Context: an optimization exercise on an open-source flow, tuned for small area, a short achievable clock period and few clock cycles per item. The choices shown serve that exercise and are no tape-out recipe. Function was checked by simulation only, so behaviour that the tests miss may differ from the original. Power and IR drop assume default switching activity.

## flow/design.v (module list and top-level ports; edited modules follow where they fit)
// module nio61_proc: 1311 lines
// module nio61_x2: 7 lines
// module nio61_crc: 300 lines
module nio61_proc (
    input  wire        clk,
    input  wire        rst,
    input  wire        in_valid,
    output wire        in_ready,
    input  wire [7:0]  in_len,
    input  wire [95:0] in_frame,
    output wire        out_valid,
    input  wire        out_ready,
    output wire        out_err,
    output wire [31:0] out_data
);
  // ...
==> flow/flow/run.sh <==
#!/bin/bash
# Layout: the standard flow (standard.sh) with two changes:
#  - synthesis maps the XOR gate module of the checksum network with ABC's
#    speed script (synth_x2.tcl); all else as in the standard synthesis;
#  - the port buffers are sky130_fd_sc_hd__buf_2 cells.
set -euo pipefail
W=$PWD
bash standard.sh SYNTH_SCRIPT=$W/flow/synth_x2.tcl \
  "BUFFER_PORTS_ARGS=-buffer_cell sky130_fd_sc_hd__buf_2" finish > $W/flow.log 2>&1
==> flow/flow/synth_x2.tcl <==
# The standard synthesis (synth_recipe.tcl) with one change: the one-gate
# module nio61_x2 (an XOR), of which the checksum network is built, is mapped
# with ABC's speed script, which maps it to an XOR cell; every other module
# is mapped with the script the flow settings select, exactly as in the
# standard synthesis.  Registers are untouched.
proc synth {args} { yosys synth -nofsm -noshare {*}$args }
proc abc {args} {
  set i [lsearch -exact $args -script]
  set speed [lreplace $args [expr {$i + 1}] [expr {$i + 1}] $::env(SCRIPTS_DIR)/abc_speed.script]
  yosys abc {*}$args nio61_proc nio61_crc
  yosys abc {*}$speed nio61_x2
}
source $::env(SCRIPTS_DIR)/synth.tcl
# left out here: clear keep_hierarchy, flatten, clean up, hide names made inside functions, write 1_2_yosys.v
==> flow/standard.sh <==
#!/bin/bash
# synth_recipe.tcl (not shown) runs the flow's synth.tcl, then flattens the netlist and writes it again
# the make line also repeats each setting of config.mk as NAME=value (left out here)
make -C /OpenROAD-flow-scripts/flow DESIGN_CONFIG=/design/flow/config.mk WORK_HOME=/design/flow/orfs CLKGATE_MAP_FILE= SYNTH_SCRIPT=/design/flow/synth_recipe.tcl "${@:-finish}"
==> flow/config.mk <==
export PLATFORM = sky130hd
export DESIGN_NAME = nio61_proc
export DESIGN_NICKNAME = nio61_proc
export VERILOG_FILES = /design/flow/design.v
export SDC_FILE = /design/flow/constraint.sdc
export NUM_CORES = 4
export LEC_CHECK = 0
export ABC_AREA = 1
export ABC_CLOCK_PERIOD_IN_PS = 3700
export CAP_MARGIN = 20
export CORE_MARGIN = 2
export CORE_UTILIZATION = 40
export CTS_BUF_LIST = sky130_fd_sc_hd__clkbuf_4 sky130_fd_sc_hd__clkbuf_8
export CTS_CLUSTER_DIAMETER = 60
export CTS_CLUSTER_SIZE = 20
export PLACE_DENSITY = 0.6
export SETUP_SLACK_MARGIN = 2.55
export SLEW_MARGIN = 20
export SYNTH_HIERARCHICAL = 1
export SYNTH_MINIMUM_KEEP_SIZE = 0
==> flow/constraint.sdc <==
create_clock -name core_clock -period 6.0 [get_ports {clk}]
set_input_delay 1.2000 -clock core_clock [delete_from_list [all_inputs] [get_ports {clk}]]
set_output_delay 1.2000 -clock core_clock [all_outputs]
set_load 0.01 [all_outputs]
==> out/metrics.csv, run 1 <==
stage;metric;value;unit
sta;Max Slew Vio Count;0;
clock_tree;Post-CTS Setup Repair Bufs;1;
clock_tree;cts hold-fix bufs;0;
pwr;leading power group;sequential cells;
critical_path;cell count along the critical path;17;
clock_tree;CTS root buf;clkbuf_8;
clock_tree;clock latency on the worst-skew pair;0.62;ns
drt;via count;15000;
pwr;P_comb;0.00267;W
yosys;sequential element share of the synthesized area;47.1;%
yosys;Synth Flop Type;edfxtp_1;
placement;placed insts;3072;
final_layout;Top class by area;multi-input gates;
critical_path;CP bufs+invs;2;
sta;final hold viol count;0;
critical_path;WS Path Type;in -> reg;
critical_path;crit path from;in_frame[55];
final_layout;Layout non-clock buf frac;4.38;%
floorplan;Starting Density;40.5;%
clock_tree;H-tree depth;1;
global_routing;overflow left after global routing;0;
final_layout;Non-clock buffers;177;
pwr;Power Density;295;nW/um2
critical_path;Critical Path Source Type;primary input;
critical_path;Top delay family on crit path;simple AND/OR/NAND/NOR gates;
yosys;Netlist Area Pre-Place;20300;um2
final_layout;area occupied by multi-input gates;9720;um2
placement;placed cell area;21700;um2
clock_tree;CTS tree;yes;
sta;Tightest Pin Transition;0.861;ns
run_status;status;complete, no violations;
Testbench counts, summed over its fixed seeds: cycles 16,064, items 16,000.
==> inputs of run 2 (changes only) <==
--- a/flow/config.mk
+++ b/flow/config.mk
@@ -15,5 +15,5 @@
 export CTS_CLUSTER_SIZE = 20
 export PLACE_DENSITY = 0.6
-export SETUP_SLACK_MARGIN = 2.55
+export SETUP_SLACK_MARGIN = 2.6
 export SLEW_MARGIN = 20
 export SYNTH_HIERARCHICAL = 1
==> run 2 against run 1 <==
  * Sequential power barely moved
  * Critical endpoint is now cb_q1
  * Clock power barely moved
  * Fmax up 0.74%
==> out/metrics.csv, run 2 <==
stage;metric;value;unit;change
sta;final hold viol count;0;;unchanged
yosys;Netlist Area Pre-Place;20300;um2;unchanged
yosys;Cell variety after synth;59;;
final_layout;Largest regs;rem_q1: 16 flops, p_q15: 15 flops, vm_q1: 15 flops;;
drt;DRT Pass-1 Iters;5;;
placement;dpl hpwl;36.3;mm;
yosys;biggest area consumer among synthesized cells;edfxtp_1;;
sta;fmax;303;MHz;
critical_path;Critical Path RT;6.39;ns;
yosys;Synth top area share;46.4;%;
hold_path;min-delay worst type;reg -> reg;;
placement;Port Buffers;136;;
clock_tree;Num CTS Buffers;28;;
drt;Via density;4.74;;
yosys;Mapped Cells;2269;;
placement;placed cell area;21700;um2;about the same
pwr;Power Density;295;nW/um2;+0.16%
global_routing;largest net degree at the start of global routing;48;;
critical_path;reg2reg start;vm_q5[1];;
yosys;synth warn;7;;
critical_path;Critical Path Source Type;primary input;;
yosys;top-count cell post-synth;nand2_1;;
global_routing;overflow left after global routing;0;;unchanged
final_layout;Design Area, Final;23000;um2;
sta;Tightest Pin Transition;0.751;ns;-0.110 ns
critical_path;worst-path maximum fanout;5;;
clock_tree;CTS tree;yes;;
final_layout;Nets;2579;;
drt;WL final;45.2;mm;
clock_tree;H-tree depth;1;;unchanged
final_layout;FILL cells;4891;;
floorplan;area of the core;50100;um2;
sta;fin crit share;55.0;%;
clock_tree;CTS root buf;clkbuf_8;;
critical_path;CP arrival;3.68;ns;
placement;routability cong.;0.948;;
floorplan;Die X;229;um;
yosys;average cell area after synthesis;8.94;um2;
yosys;Synth top cells by count;nand2_1 (531), xor2_1 (396), edfxtp_1 (313);;
sta;Final Skew;0.0448;ns;
global_routing;vias in the first global route;14500;;
global_routing;Global Route Usage Sum;16.6;%;
floorplan;Starting Density;40.5;%;unchanged
clock_tree;clock latency on the worst-skew pair;0.63;ns;about the same
yosys;fraction of registers with async set or reset after synthesis;0;%;
final_layout;Largest register FFs;16;;
sta;fin crit period;3.30;ns;
sta;final setup fails;0;;
floorplan;I/O pin total;143;;
final_layout;most frequent cells in the layout;nand2_1 (520), xor2_1 (385), edfxtp_1 (313), inv_1 (266), nor2_1 (155);;
critical_path;WS Path Type;in -> reg;;
hold_path;Worst Hold Path Cells;0;;
critical_path;R2R setup slack;2.79;ns;
final_layout;largest reg by FF count;rem_q1;;
floorplan;die height;229;um;
global_routing;first-pass GRT wire length;70.9;mm;
drt;via count;15000;;+0.11%
global_routing;initial antenna violation count;0;;
hold_path;Worst Hold Endpoint;p_q5[3];;
flow_run;Max Cap Violations;0;;
yosys;largest cells by area after synthesis;edfxtp_1 (46%), xor2_1 (17%), nand2_1 (9.8%);;
final_layout;Antenna Cells;0;;
pwr;Leak;10.3;nW;
yosys;Synth Flop Type;edfxtp_1;;
placement;setup slack at placement;1.68;ns;
critical_path;worst r2r path cells;21;;
sta;unrepaired setup endpoints after global routing;yes;;
pwr;PnR Total Power;0.00679;W;
drt;initial detailed-routing violation count;669;;
final_layout;most common cell after layout, fill and taps aside;nand2_1;;
yosys;number of enable flip-flop cells after synthesis;313;;
sta;Slew headroom;49.4;%;
clock_tree;clk buf depth;3;;
critical_path;worst r2r dst;rem_q7[4];;
floorplan;Die Area;52500;um2;
pwr;Max VDD drop;173;uV;
final_layout;area grow syn2layout;13.5;%;
yosys;sequential element share of the synthesized area;47.1;%;unchanged
drt;DRT antenna net count;0;;
clock_tree;clk sinks;321;;
sta;TNS Setup;0;ns;
clock_tree;clock-pin slew on the worst setup and hold paths;0.11;ns;
yosys;flops & latches, synth;321;;
sta;min setup slack post-route;2.70;ns;
run_status;status;complete, no violations;;
final_layout;layout cells sized above 1;17.3;%;
critical_path;Critical Path Sink Type;flop;;
floorplan;num rows;82;;
hold_path;min-delay src;p_q3[1];;
drt;Routed WL per cell;14.3;um;
sta;Max Slew Vio Count;0;;unchanged
drt;Remaining DRCs;0;;
## run 2: cell counts after synthesis
Identical to the previous run, type by type.
## run 2: layout make-up
type	instances	area [um2]	area share, %
Clock inverter	18	220	0.957
Tap cell	672	841	3.65
Timing Repair Buffer	183	1050	4.56
Inverter	295	1110	4.84
Sequential cell	321	9560	41.5
Clock buffer	34	437	1.90
Multi-Input combinational cell	1642	9790	42.6
## run 2: repair_timing
| action | in CTS | in global routing |
|---|---|---|
| cloned | 0 | 4 |
| pin swaps | 1 | 16 |
| setup buffers | 2 | 36 |
| hold buffers | 0 | 0 |
| resized for setup | 5 | 71 |
| setup endpoints to repair | 37 | 77 |
| endpoints found under the hold margin | 0 | 0 |
## run 2: worst max-delay path by stage
| stage | startpoint | end | slack [ns] | cells past startpoint |
|---|---|---|---|---|
| 2_1_floorplan | in_frame[41] | rem_q1[4] | 2.62 | 16 |
| 3_3_place_gp | in_frame[55] | rem_q1[12] | 1.79 | 15 |
| 3_5_place_dp | in_frame[55] | rem_q1[12] | 1.68 | 15 |
| 4_1_cts | in_frame[55] | rem_q1[12] | 2.56 | 15 |
| 5_1_grt | vm_q1[7] | rem_q3[0] | 2.50 | 22 |
| 6_report | in_frame[25] | cb_q1 | 2.70 | 14 |
## run 2: cell families after synthesis
family | after synthesis | share of synthesized area [%]
buffers and inverters | 315 | 6.31
and+or+nand+nor | 1016 | 22.6
AOI/OAI and AO/OA | 182 | 4.96
xor gates and xnor gates | 432 | 18.8
other | 1 | 0.0185
DFF | 321 | 47.1
adders and majority gates | 2 | 0.105
## run 2: critical path: stages
cell	delay, ns
buf_2	0.20
xor2_1	0.28
xor2_1	0.36
xor2_1	0.30
xor2_1	0.29
xor2_1	0.25
xor2_1	0.22
xor2_1	0.10
nor2_1	0.14
nand2_1	0.07
nor2_1	0.13
nand2_1	0.07
inv_1	0.05
nor2_1	0.03
## run 2: layer usage
layer | vias to the layer above | routed length (um) | track usage [%]
li1 | 7734 | - | -
met1 | 6872 | 19000 | 19.8
met2 | 298 | 23200 | 31.0
met3 | 84 | 1620 | 1.95
met4 | 0 | 1380 | 5.28
met5 | - | 0 | 0
## run 2: Yosys stat by module, one instance, submodules excluded
module	times used	flip-flops and latches	cell area, um2	cells inside
nio61_crc	1	0	72.6	18
nio61_x2	292	0	8.76	1
nio61_proc	1	321	17600	1959
## run 2: per-stage QoR
| stage | utilization (%) | std cells | hold slack, ns |
|---|---|---|---|
| floorplan | - | 2274 | 0.400 |
| global placement | 43.4 | 3071 | 0.402 |
| detailed placement | 43.4 | 3071 | 0.405 |
| CTS | 44.8 | 3125 | 0.418 |
| global route | 46.0 | 3165 | 0.420 |
| finish | 46.0 | 3165 | 0.414 |
## run 2: report_power, final
group / switching [W] / internal [W]
Sequential: 0.0000717 / 0.00262
Combinational: 0.00170 / 0.00101
Clock: 0.000803 / 0.000580
==> inputs of run 3 (changes only) <==
--- a/flow/config.mk
+++ b/flow/config.mk
@@ -12,6 +12,6 @@
 export CORE_UTILIZATION = 40
 export CTS_BUF_LIST = sky130_fd_sc_hd__clkbuf_4 sky130_fd_sc_hd__clkbuf_8
-export CTS_CLUSTER_DIAMETER = 60
-export CTS_CLUSTER_SIZE = 20
+export CTS_CLUSTER_DIAMETER = 50
+export CTS_CLUSTER_SIZE = 15
 export PLACE_DENSITY = 0.6
 export SETUP_SLACK_MARGIN = 2.6
==> run 3 against run 2 <==
  * Critical path type unchanged
  * Area after synthesis did not move
  * Routed wire length rose by 0.88%
  * Clock skew barely moved
  * Synthesized cell count did not move
  * Via count barely moved
  * Register-to-register slack improved by 0.03 ns
  * Non-clock buffer count rose by 5
==> out/metrics.csv, run 3 <==
stage;metric;value;unit;change
run_status;status;complete, no violations;;
yosys;biggest area consumer among synthesized cells;edfxtp_1;;
global_routing;vias in the first global route;14500;;+0.28%
critical_path;CP max stage cell;xor2_1;;
pwr;Leak;10.4;nW;+0.95%
yosys;Synth Flop Type;edfxtp_1;;
sta;fin crit share;55.8;%;+0.81 points
yosys;synth warn;7;;unchanged
drt;via count;15000;;-0.087%
clock_tree;Num CTS Buffers;35;;+25%
sta;TNS Setup;0;ns;unchanged
floorplan;num rows;82;;unchanged
critical_path;Critical Path Source Type;primary input;;
critical_path;R2R setup slack;2.82;ns;+0.03 ns
placement;routability cong.;0.948;;unchanged
critical_path;Critical Path Sink Type;flop;;
global_routing;met3 Use GR;2.39;%;+0.44 points
sta;min setup slack post-route;2.65;ns;-0.0489 ns
clock_tree;clock-pin slew on the worst setup and hold paths;0.09;ns;-0.02 ns
sta;Final Skew;0.0451;ns;+0.000338 ns
flow_run;Max Cap Violations;0;;unchanged
final_layout;largest reg by FF count;rem_q1;;
sta;final setup fails;0;;unchanged
global_routing;largest net degree at the start of global routing;48;;unchanged
global_routing;met1 usage;20.0;%;+0.17 points
drt;WL final;45.6;mm;+0.88%
drt;Via density;4.71;;-0.59%
final_layout;Final Non-Filler Cells;3181;;+0.51%
final_layout;fin util;46.4;%;+0.39 points
clock_tree;CTS tree;yes;;
critical_path;Critical Path RT;6.34;ns;-0.05 ns
floorplan;Starting Density;40.5;%;unchanged
yosys;average cell area after synthesis;8.94;um2;unchanged
yosys;sequential element share of the synthesized area;47.1;%;unchanged
drt;initial detailed-routing violation count;632;;-5.5%
yosys;largest cells by area after synthesis;edfxtp_1 (46%), xor2_1 (17%), nand2_1 (9.8%);;
drt;Routed WL per cell;14.3;um;+0.37%
sta;Tightest Pin Transition;0.721;ns;-0.0296 ns
sta;final hold viol count;0;;unchanged
pwr;Max VDD drop;131;uV;-24%
floorplan;die height;229;um;unchanged
sta;unrepaired setup endpoints after global routing;no;;
placement;setup slack at placement;1.68;ns;unchanged
critical_path;worst path cell trace;buf_2 -> xor2_1 -> xor2_1 -> xor2_1 -> xor2_1 -> xor2_1 -> xor2_1 -> xor2_1 -> nor2_1 -> nand2_1 -> nor2_1 -> nand2_1 -> inv_1 -> nor2_1;;
placement;placed insts;3071;;unchanged
sta;worst hold slack;0.393;ns;-0.0215 ns
final_layout;area grow syn2layout;14.5;%;
critical_path;WS Path Type;in -> reg;;
final_layout;FILL cells;4869;;-0.45%
yosys;Netlist Area Pre-Place;20300;um2;unchanged
global_routing;gr busiest metal;met2;;
yosys;number of enable flip-flop cells after synthesis;313;;unchanged
drt;DRT antenna net count;0;;unchanged
yosys;flops & latches, synth;321;;unchanged
sta;fmax;299;MHz;-1.5%
clock_tree;clock latency on the worst-skew pair;0.60;ns;-0.03 ns
sta;fin crit period;3.35;ns;+0.0489 ns
critical_path;Top delay family on crit path;XOR/XNOR gates;;
placement;Port Buffers;136;;unchanged
final_layout;Antenna Cells;0;;unchanged
global_routing;initial antenna violation count;0;;unchanged
yosys;Synth top cells by count;nand2_1 (531), xor2_1 (396), edfxtp_1 (313);;
final_layout;Nets;2592;;+0.50%
floorplan;I/O pin total;143;;unchanged
sta;Max Slew Vio Count;0;;unchanged
floorplan;area of the core;50100;um2;unchanged
yosys;Synth top area share;46.4;%;unchanged
yosys;Cell variety after synth;59;;unchanged
clock_tree;H-tree depth;2;;+1
final_layout;Largest register FFs;16;;unchanged
global_routing;first-pass GRT wire length;71.2;mm;+0.48%
critical_path;CP bufs+invs;2;;unchanged
yosys;top-count cell post-synth;nand2_1;;
global_routing;met2 Track Usage GR;30.9;%;about the same
pwr;Power Density;303;nW/um2;+2.6%
clock_tree;CTS root buf;clkbuf_8;;
global_routing;Global Route Usage Sum;16.8;%;+0.22 points
final_layout;layout cells sized above 1;17.7;%;+0.45 points
critical_path;CP arrival;3.69;ns;about the same
clock_tree;clk sinks;321;;unchanged
drt;DRT Pass-1 Iters;7;;+2
drt;Remaining DRCs;0;;unchanged
final_layout;most frequent cells in the layout;nand2_1 (522), xor2_1 (380), edfxtp_1 (313), inv_1 (266), nor2_1 (155);;
sta;Slew headroom;51.4;%;+2.0 points
floorplan;Die Area;52500;um2;unchanged
critical_path;most frequent CP cell;xor2_1;;
placement;dpl hpwl;36.3;mm;unchanged
global_routing;overflow left after global routing;0;;unchanged
critical_path;worst-path maximum fanout;5;;unchanged
floorplan;Die X;229;um;unchanged
final_layout;most common cell after layout, fill and taps aside;nand2_1;;
clock_tree;clk buf depth;3;;unchanged
hold_path;min-delay worst type;reg -> reg;;
final_layout;Largest regs;rem_q1: 16 flops, p_q15: 15 flops, vm_q1: 15 flops;;
yosys;Mapped Cells;2269;;unchanged
critical_path;max incr delay on CP;0.36;ns;about the same
yosys;fraction of registers with async set or reset after synthesis;0;%;unchanged
[run 3: routing by layer]
metal / part of all wire, % / routed length, um
met5: 0 / 0
met4: 3.0 / 1370
met3: 3.2 / 1450
met2: 51 / 23400
met1: 43 / 19400
[run 3: area by class of cell]
cell class	count	area (um2)	area share [%]
flip-flops and latches	321	9560	41.2
clock inverters	20	262	1.13
clock buffers	42	541	2.33
repair buffers	188	1070	4.63
well taps	672	841	3.62
multi-input cells	1643	9810	42.3
inverters	295	1120	4.82
[run 3: stage by stage]
step | power, W | area [um2]
global placement | 0.00528 | 21700
detailed placement | 0.00532 | 21700
finish | 0.00703 | 23200
floorplan | 0.00481 | 20300
global route | 0.00750 | 23200
CTS | 0.00697 | 22600
[run 3: worst paths after layout]
path,start,end,depth (start not counted)
max,in_frame[25],cb_q1,14
min,p_q13[8],p_q15[10],0
min reg2reg,p_q13[8],p_q15[10],0
max reg2reg,vm_q1[5],rem_q3[0],18
[run 3: cells by family after synthesis]
| family | count (synthesis) | share of synthesized area (%) |
|---|---|---|
| compound gates | 182 | 4.96 |
| xor+xnor | 432 | 18.8 |
| fa+ha+maj | 2 | 0.105 |
| buf+inv | 315 | 6.31 |
| flops | 321 | 47.1 |
| other cells | 1 | 0.0185 |
| simple gates | 1016 | 22.6 |
[run 3: timing repair]
item	4_1_cts	5_1_grt
pin swaps	1	16
gates cloned	0	5
setup endpoints to repair	40	76
gates resized for setup	7	72
hold buffers	0	0
setup buffers	1	42
[run 3: modules after synthesis, one instance, submodules excluded]
module      cells inside  flops+latches  area [um2]
nio61_proc          1959            321       17600
nio61_crc             18              0        72.6
nio61_x2               1              0        8.76
[run 3: power by group]
| group | total (W) | internal (W) | switching [W] |
|---|---|---|---|
| Clock | 0.00162 | 0.000837 | 0.000785 |
| Sequential | 0.00269 | 0.00262 | 0.0000720 |
| Combinational | 0.00271 | 0.00101 | 0.00170 |
==> inputs of run 4 (changes only) <==
--- a/flow/config.mk
+++ b/flow/config.mk
@@ -11,7 +11,7 @@
 export CORE_MARGIN = 2
 export CORE_UTILIZATION = 40
-export CTS_BUF_LIST = sky130_fd_sc_hd__clkbuf_4 sky130_fd_sc_hd__clkbuf_8
-export CTS_CLUSTER_DIAMETER = 50
-export CTS_CLUSTER_SIZE = 15
+export CTS_BUF_LIST = sky130_fd_sc_hd__clkbuf_8 sky130_fd_sc_hd__clkbuf_16
+export CTS_CLUSTER_DIAMETER = 100
+export CTS_CLUSTER_SIZE = 30
 export PLACE_DENSITY = 0.6
 export SETUP_SLACK_MARGIN = 2.6
==> run 4 against run 3 <==
  * Hold slack improved by 0.032 ns
  * Sequential cell count unchanged
  * Die area unchanged
  * Register-to-register slack got worse by 0.04 ns
  * Critical path depth unchanged
  * Clock power decreased by 22%
==> out/metrics.csv, run 4 <==
stage;metric;value;unit;change
floorplan;Starting Density;40.5;%;unchanged
yosys;fraction of registers with async set or reset after synthesis;0;%;unchanged
drt;DRT antenna net count;0;;unchanged
critical_path;worst r2r dst;rem_q3[1];;
yosys;top-count cell post-synth;nand2_1;;
clock_tree;clock latency on the worst-skew pair;0.52;ns;-0.08 ns
critical_path;worst-path maximum fanout;5;;unchanged
drt;Routed WL per cell;14.4;um;+0.52%
critical_path;Critical Path RT;6.29;ns;-0.05 ns
final_layout;area grow syn2layout;14.1;%;
final_layout;Antenna Cells;0;;unchanged
global_routing;first-pass GRT wire length;70.6;mm;-0.80%
final_layout;Design Area, Final;23100;um2;-0.31%
critical_path;R2R setup slack;2.78;ns;-0.04 ns
floorplan;Die Area;52500;um2;unchanged
flow_run;Max Cap Violations;0;;unchanged
final_layout;most common cell after layout, fill and taps aside;nand2_1;;
critical_path;Critical Path Sink Type;flop;;
yosys;number of enable flip-flop cells after synthesis;313;;unchanged
pwr;Power Density;289;nW/um2;-4.4%
yosys;largest cells by area after synthesis;edfxtp_1 (46%), xor2_1 (17%), nand2_1 (9.8%);;
final_layout;Largest regs;rem_q1: 16 flops, p_q15: 15 flops, vm_q1: 15 flops;;
floorplan;num rows;82;;unchanged
sta;Final Skew;0.0221;ns;-0.0230 ns
clock_tree;clk buf depth;3;;unchanged
global_routing;overflow left after global routing;0;;unchanged
placement;dpl hpwl;36.3;mm;unchanged
global_routing;vias in the first global route;14400;;-0.88%
yosys;Cell variety after synth;59;;unchanged
drt;via count;14900;;-0.32%
final_layout;layout cells sized above 1;17.7;%;-0.075 points
sta;Tightest Pin Transition;0.741;ns;+0.0197 ns
critical_path;worst r2r path cells;23;;+5
critical_path;Top delay family on crit path;XOR/XNOR gates;;
drt;Via density;4.74;;+0.60%
critical_path;worst path cell trace;buf_2 -> xor2_2 -> xor2_2 -> xor2_1 -> xor2_1 -> xor2_1 -> xor2_1 -> xor2_1 -> nor2_1 -> nand2_1 -> nor2_1 -> nand2_1 -> inv_1 -> nor2_1;;
yosys;sequential element share of the synthesized area;47.1;%;unchanged
clock_tree;cts hold-fix bufs;0;;unchanged
yosys;Mapped Cells;2269;;unchanged
sta;TNS Setup;0;ns;unchanged
hold_path;min-delay src;low9_q3[6];;
floorplan;I/O pin total;143;;unchanged
floorplan;Die X;229;um;unchanged
final_layout;Nets;2578;;-0.54%
placement;Port Buffers;136;;unchanged
critical_path;max incr delay on CP;0.29;ns;-0.07 ns
clock_tree;H-tree depth;1;;-1
sta;final setup fails;0;;unchanged
drt;WL final;45.4;mm;-0.39%
pwr;PnR Total Power;0.00670;W;-4.7%
sta;min setup slack post-route;2.71;ns;+0.0601 ns
critical_path;CP bufs+invs;2;;unchanged
sta;unrepaired setup endpoints after global routing;yes;;
global_routing;initial antenna violation count;0;;unchanged
clock_tree;clk sinks;321;;unchanged
final_layout;Storage cell area;9560;um2;unchanged
critical_path;CP max stage cell;xor2_1;;
yosys;average cell area after synthesis;8.94;um2;unchanged
placement;routability cong.;0.948;;unchanged
sta;fin crit share;54.8;%;-1.0 points
hold_path;min-delay worst type;reg -> reg;;
yosys;Netlist Area Pre-Place;20300;um2;unchanged
sta;fin crit period;3.29;ns;-0.0601 ns
drt;DRT Pass-1 Iters;5;;-2
sta;Max Slew Vio Count;0;;unchanged
yosys;Synth top area share;46.4;%;unchanged
final_layout;Largest register FFs;16;;unchanged
final_layout;area occupied by multi-input gates;9980;um2;+1.7%
floorplan;area of the core;50100;um2;unchanged
yosys;flops & latches, synth;321;;unchanged
critical_path;reg2reg start;vm_q1[4];;
clock_tree;CTS root buf;clkbuf_16;;
sta;Slew headroom;50.1;%;-1.3 points
clock_tree;Num CTS Buffers;16;;-54%
critical_path;Critical Path Source Type;primary input;;
drt;initial detailed-routing violation count;646;;+2.2%
hold_path;Worst Hold Endpoint;low9_q5[6];;
run_status;status;complete, no violations;;
final_layout;FILL cells;4879;;+0.21%
pwr;Leak;10.3;nW;-0.81%
sta;fmax;304;MHz;+1.8%
clock_tree;CTS tree;yes;;
critical_path;most frequent CP cell;xor2_1;;
global_routing;largest net degree at the start of global routing;48;;unchanged
pwr;Max VDD drop;160;uV;+22%
global_routing;Global Route Usage Sum;16.5;%;-0.29 points
critical_path;WS Path Type;in -> reg;;
yosys;Synth Flop Type;edfxtp_1;;
placement;placed cell area;21700;um2;unchanged
yosys;synth warn;7;;unchanged
placement;setup slack at placement;1.68;ns;unchanged
sta;final hold viol count;0;;unchanged
yosys;biggest area consumer among synthesized cells;edfxtp_1;;
yosys;Synth top cells by count;nand2_1 (531), xor2_1 (396), edfxtp_1 (313);;
drt;Remaining DRCs;0;;unchanged
critical_path;CP arrival;3.57;ns;-0.12 ns
final_layout;most frequent cells in the layout;nand2_1 (520), xor2_1 (367), edfxtp_1 (313), inv_1 (271), nor2_1 (155);;
hold_path;Worst Hold Path Cells;0;;unchanged
clock_tree;clock-pin slew on the worst setup and hold paths;0.10;ns;about the same
final_layout;largest reg by FF count;rem_q1;;
floorplan;die height;229;um;unchanged
[run 4: cell type report]
| cell class | instances | area share (%) |
|---|---|---|
| multi-input cells | 1643 | 43.1 |
| flip-flops and latches | 321 | 41.3 |
| repair buffers | 193 | 4.84 |
| inverters | 295 | 4.83 |
| well taps | 672 | 3.63 |
| clock buffers | 17 | 1.84 |
| clock inverters | 11 | 0.416 |
[run 4: cells by family (layout without fill, tap and decap cells)]
group           after synthesis  after routing  synth area share, %
compound gates              182            182                 4.96
flops                       321            321                 47.1
fa+ha+maj                     2              2                0.105
simple gates               1016           1021                 22.6
other cells                   1              6               0.0185
buf+inv                     315            516                 6.31
xor+xnor                    432            432                 18.8
[run 4: routing by layer]
metal	global-route usage (%)	up-vias	part of all wire (%)
met4	4.91	0	2.9
li1	-	7706	-
met2	31.1	222	52
met3	1.61	71	2.7
met1	19.9	6928	43
met5	0	-	0
[run 4: repair_timing]
| item | CTS | global route |
|---|---|---|
| setup buffers | 2 | 46 |
| gates resized for setup | 7 | 100 |
| pin swaps | 1 | 24 |
| cloned | 0 | 5 |
| endpoints found under the setup margin | 47 | 76 |
[run 4: worst register-to-register path, delay by kind of cell, from the launching register on]
kind | cells | cell delay (ns)
flops | 1 | 0.46
xor+xnor | 1 | 0.15
compound gates | 1 | 0.18
simple gates | 19 | 1.91
buf+inv | 2 | 0.28
[run 4: worst max path at each step]
stage	startpoint	cells after the start	to
detailed placement	in_frame[55]	15	rem_q1[12]
floorplan	in_frame[41]	16	rem_q1[4]
CTS	vm_q3[6]	23	rem_q5[9]
global route	vm_q9[1]	22	rem_q11[1]
global placement	in_frame[55]	15	rem_q1[12]
finish	in_frame[25]	14	cb_q1
[run 4: metrics by stage]
stage / hold WS, ns / std cells / utilization [%]
finish: 0.425 / 3152 / 46.2
global route: 0.434 / 3152 / 46.2
CTS: 0.425 / 3101 / 44.5
floorplan: 0.400 / 2274 / -
detailed placement: 0.405 / 3071 / 43.4
global placement: 0.402 / 3071 / 43.4
[run 4: report_power, final]
part	switching [W]	internal, W	leakage, nW	total (W)
Sequential	0.0000721	0.00262	2.95	0.00269
Combinational	0.00172	0.00102	7.05	0.00274
Clock	0.000716	0.000549	0.270	0.00126
Total	0.00250	0.00420	10.3	0.00670
[run 4: Yosys stat by module, one instance, submodules excluded]
module	times used	flops+latches	area [um2]
nio61_crc	1	0	72.6
nio61_proc	1	321	17600
nio61_x2	292	0	8.76
==> inputs of run 5 (changes only) <==
--- a/flow/flow/run.sh
+++ b/flow/flow/run.sh
@@ -7,3 +7,3 @@
 W=$PWD
 bash standard.sh SYNTH_SCRIPT=$W/flow/synth_x2.tcl \
-  "BUFFER_PORTS_ARGS=-buffer_cell sky130_fd_sc_hd__buf_2" finish > $W/flow.log 2>&1
+  "BUFFER_PORTS_ARGS=-buffer_cell sky130_fd_sc_hd__buf_2" SKIP_GATE_CLONING=1 finish > $W/flow.log 2>&1
--- a/flow/config.mk
+++ b/flow/config.mk
@@ -11,7 +11,7 @@
 export CORE_MARGIN = 2
 export CORE_UTILIZATION = 40
-export CTS_BUF_LIST = sky130_fd_sc_hd__clkbuf_8 sky130_fd_sc_hd__clkbuf_16
-export CTS_CLUSTER_DIAMETER = 100
-export CTS_CLUSTER_SIZE = 30
+export CTS_BUF_LIST = sky130_fd_sc_hd__clkbuf_4 sky130_fd_sc_hd__clkbuf_8
+export CTS_CLUSTER_DIAMETER = 60
+export CTS_CLUSTER_SIZE = 20
 export PLACE_DENSITY = 0.6
 export SETUP_SLACK_MARGIN = 2.6
==> run 5 against run 4 <==
  * Routed wire length about the same
  * Combinational power about the same
  * Clock skew up 0.027 ns
  * Highest routed layer unchanged
==> out/metrics.csv, run 5 <==
stage;metric;value;unit;change
sta;Final Skew;0.0495;ns;+0.0273 ns
sta;unrepaired setup endpoints after global routing;yes;;
critical_path;Critical Path Sink Type;flop;;
yosys;number of enable flip-flop cells after synthesis;313;;unchanged
floorplan;die height;229;um;unchanged
drt;via count;15000;;+0.68%
clock_tree;H-tree depth;1;;unchanged
clock_tree;clock-pin slew on the worst setup and hold paths;0.11;ns;about the same
sta;Max Slew Vio Count;0;;unchanged
sta;final hold viol count;0;;unchanged
global_routing;first-pass GRT wire length;70.9;mm;+0.33%
final_layout;Storage cell area;9560;um2;unchanged
run_status;status;complete, no violations;;
global_routing;vias in the first global route;14500;;+0.61%
pwr;combinational share of power;40.2;%;-0.7 points
pwr;Power Density;294;nW/um2;+1.6%
pwr;Max VDD drop;176;uV;+9.7%
yosys;largest cells by area after synthesis;edfxtp_1 (46%), xor2_1 (17%), nand2_1 (9.8%);;
clock_tree;Num CTS Buffers;28;;+12
placement;dpl hpwl;36.3;mm;unchanged
clock_tree;CTS tree;yes;;
final_layout;FILL cells;4869;;-0.20%
placement;Port Buffers;136;;unchanged
critical_path;CP arrival;3.65;ns;+0.08 ns
yosys;synth warn;7;;unchanged
drt;DRT Pass-1 Iters;5;;unchanged
final_layout;most frequent cells in the layout;nand2_1 (523), xor2_1 (383), edfxtp_1 (313), inv_1 (266), nor2_1 (154);;
critical_path;WS Path Type;in -> reg;;
clock_tree;clk buf depth;3;;unchanged
pwr;PnR Total Power;0.00682;W;+1.7%
floorplan;Die Area;52500;um2;unchanged
final_layout;area grow syn2layout;14.3;%;
pwr;clock share of power;20.2;%;+1.3 points
clock_tree;clock latency on the worst-skew pair;0.63;ns;+0.11 ns
drt;initial detailed-routing violation count;655;;+1.4%
clock_tree;CTS root buf;clkbuf_8;;
pwr;Sw Ratio;37.7;%;+0.36 points
critical_path;worst-path maximum fanout;4;;-1
drt;WL final;45.4;mm;about the same
floorplan;num rows;82;;unchanged
sta;TNS Setup;0;ns;unchanged
floorplan;I/O pin total;143;;unchanged
clock_tree;clk sinks;321;;unchanged
critical_path;Critical Path RT;6.39;ns;+0.10 ns
yosys;average cell area after synthesis;8.94;um2;unchanged
sta;fin crit share;54.3;%;-0.47 points
yosys;Mapped Cells;2269;;unchanged
sta;final setup fails;0;;unchanged
hold_path;min-delay worst type;reg -> reg;;
yosys;top-count cell post-synth;nand2_1;;
clock_tree;cts hold-fix bufs;0;;unchanged
floorplan;Die X;229;um;unchanged
yosys;Synth top cells by count;nand2_1 (531), xor2_1 (396), edfxtp_1 (313);;
global_routing;Global Route Usage Sum;16.6;%;+0.062 points
final_layout;Antenna Cells;0;;unchanged
final_layout;fin util;46.3;%;+0.062 points
final_layout;layout cells sized above 1;17.9;%;+0.27 points
yosys;Synth Flop Type;edfxtp_1;;
sta;Tightest Pin Transition;0.762;ns;+0.0211 ns
sta;Slew headroom;48.7;%;-1.4 points
floorplan;Starting Density;40.5;%;unchanged
global_routing;overflow left after global routing;0;;unchanged
yosys;flops & latches, synth;321;;unchanged
pwr;Leak;10.4;nW;+0.81%
placement;routability cong.;0.948;;unchanged
critical_path;Critical Path Source Type;primary input;;
pwr;sequential share of power;39.5;%;-0.7 points
sta;fin crit period;3.26;ns;-0.0280 ns
global_routing;largest net degree at the start of global routing;48;;unchanged
yosys;sequential element share of the synthesized area;47.1;%;unchanged
drt;Via density;4.72;;-0.23%
pwr;Int Power;0.00424;W;+1.2%
final_layout;most common cell after layout, fill and taps aside;nand2_1;;
yosys;Cell variety after synth;59;;unchanged
yosys;Netlist Area Pre-Place;20300;um2;unchanged
final_layout;Nets;2595;;+0.66%
sta;fmax;307;MHz;+0.86%
floorplan;area of the core;50100;um2;unchanged
flow_run;Max Cap Violations;0;;unchanged
global_routing;initial antenna violation count;0;;unchanged
final_layout;Largest register FFs;16;;unchanged
yosys;fraction of registers with async set or reset after synthesis;0;%;unchanged
final_layout;area occupied by multi-input gates;9770;um2;-2.1%
yosys;Synth top area share;46.4;%;unchanged
drt;Remaining DRCs;0;;unchanged
final_layout;Largest regs;rem_q1: 16 flops, p_q15: 15 flops, vm_q1: 15 flops;;
final_layout;largest reg by FF count;rem_q1;;
drt;DRT antenna net count;0;;unchanged
yosys;biggest area consumer among synthesized cells;edfxtp_1;;
drt;Routed WL per cell;14.3;um;-0.94%
pwr;NetSw;0.00257;W;+2.7%
run 5: stage by stage:
step,instance area (um2),instances,setup slack [ns],hold WS (ns)
final,23200,3181,2.74,0.414
after global routing,23200,3181,2.51,0.420
after CTS,22400,3125,2.56,0.418
after detailed placement,21700,3071,1.68,0.405
after global placement,21700,3071,1.79,0.402
after floorplan,20300,2274,2.62,0.400
run 5: metal layers:
metal	part of all wire (%)	GRT usage (%)	up-vias	routed length, um
met5	0	0	-	0
met4	3.1	5.28	0	1430
met3	3.2	1.95	87	1460
met2	51	31.0	299	23300
met1	42	19.8	6879	19200
li1	-	-	7764	-
run 5: what timing repair did:
item                       CTS  global route
setup endpoints to repair   37            77
pin swaps                    1            19
gates resized for setup      5            77
buffers inserted             2            56
gates cloned                 0             0
run 5: cell families (layout without fill, tap and decap cells):
| logic type | count (synthesis) | after routing | synth area share [%] |
|---|---|---|---|
| other cells | 1 | 6 | 0.0185 |
| buf+inv | 315 | 550 | 6.31 |
| flops | 321 | 321 | 47.1 |
| simple gates | 1016 | 1016 | 22.6 |
| xor+xnor | 432 | 432 | 18.8 |
| compound gates | 182 | 182 | 4.96 |
| fa+ha+maj | 2 | 2 | 0.105 |
run 5: worst paths after layout:
path | from | endpoint | slack [ns] | depth (start not counted)
max reg2reg | vm_q5[5] | rem_q7[4] | 2.79 | 21
min reg2reg | p_q3[1] | p_q5[3] | 0.41 | 0
max | in_frame[71] | cb_q1 | 2.74 | 14
min | p_q3[1] | p_q5[3] | 0.41 | 0
run 5: worst max-delay path, cell delays in order:
cell     delay [ns]
buf_2          0.15
xor2_1         0.37
xor2_1         0.30
xor2_1         0.41
xor2_1         0.33
xor2_1         0.22
xor2_1         0.19
xor2_1         0.08
nor2_1         0.10
nand2_1        0.06
nor2_1         0.10
nand2_1        0.05
inv_1          0.05
nor2_1         0.03
run 5: Yosys stat by module, one instance, submodules excluded:
module,cells inside,copies in the design,flops+latches,cell area [um2]
nio61_crc,18,1,0,72.6
nio61_x2,1,292,0,8.76
nio61_proc,1959,1,321,17600
run 5: power groups by stage:
| stage | Clock [W] | Combinational (W) | Sequential, W |
|---|---|---|---|
| global route | 0.00152 | 0.00305 | 0.00271 |
| global placement | 0 | 0.00253 | 0.00274 |
| detailed placement | 0 | 0.00258 | 0.00275 |
| CTS | 0.00144 | 0.00259 | 0.00269 |
| floorplan | 0 | 0.00209 | 0.00272 |
| finish | 0.00138 | 0.00274 | 0.00269 |
run 5: final cells by class:
type                    instances  share of cell area [%]
multi-input cells            1638                    42.2
flip-flops and latches        321                    41.3
repair buffers                203                    5.30
inverters                     295                    4.81
well taps                     672                    3.63
clock buffers                  34                    1.88
clock inverters                18                   0.950

[static timing again, ports no longer ideal]
In the flow no input, the clock included, has a driving cell. The finished layouts below were timed again as built, in two steps.
Step 1: set_driving_cell puts a clkbuf_16 on clk and a buf_2 on each other input, an assumption about the parent block.
Step 2 adds t to the input delays and takes it off the output delays; t is the mean of the earliest and latest rising clock arrival at the registers after step 1. Input paths then give back, and output paths get back, about the clock's delay inside the block.
Three values: ideal ports, drivers, drivers and shift; two values: the first two.
| run | shift t [ns] | slack for setup (ns) | worst setup path at the end |
|---|---|---|---|
| run 1 | 0.667 | 2.678 / 2.715 / 2.048 | input to register |
| run 2 | 0.663 | 2.703 / 2.736 / 2.074 | input to register |
| run 3 | 0.631 | 2.654 / 2.687 / 2.056 | input to register |
| run 4 | 0.565 | 2.714 / 2.746 / 2.181 | input to register |
| run 5 | 0.661 | 2.742 / 2.774 / 2.114 | input to register |
After both steps every run listed still meets setup and hold. For run 1, which loses most, drivers alone change the setup slack by +0.037 ns; drivers and shift together by -0.630 ns.
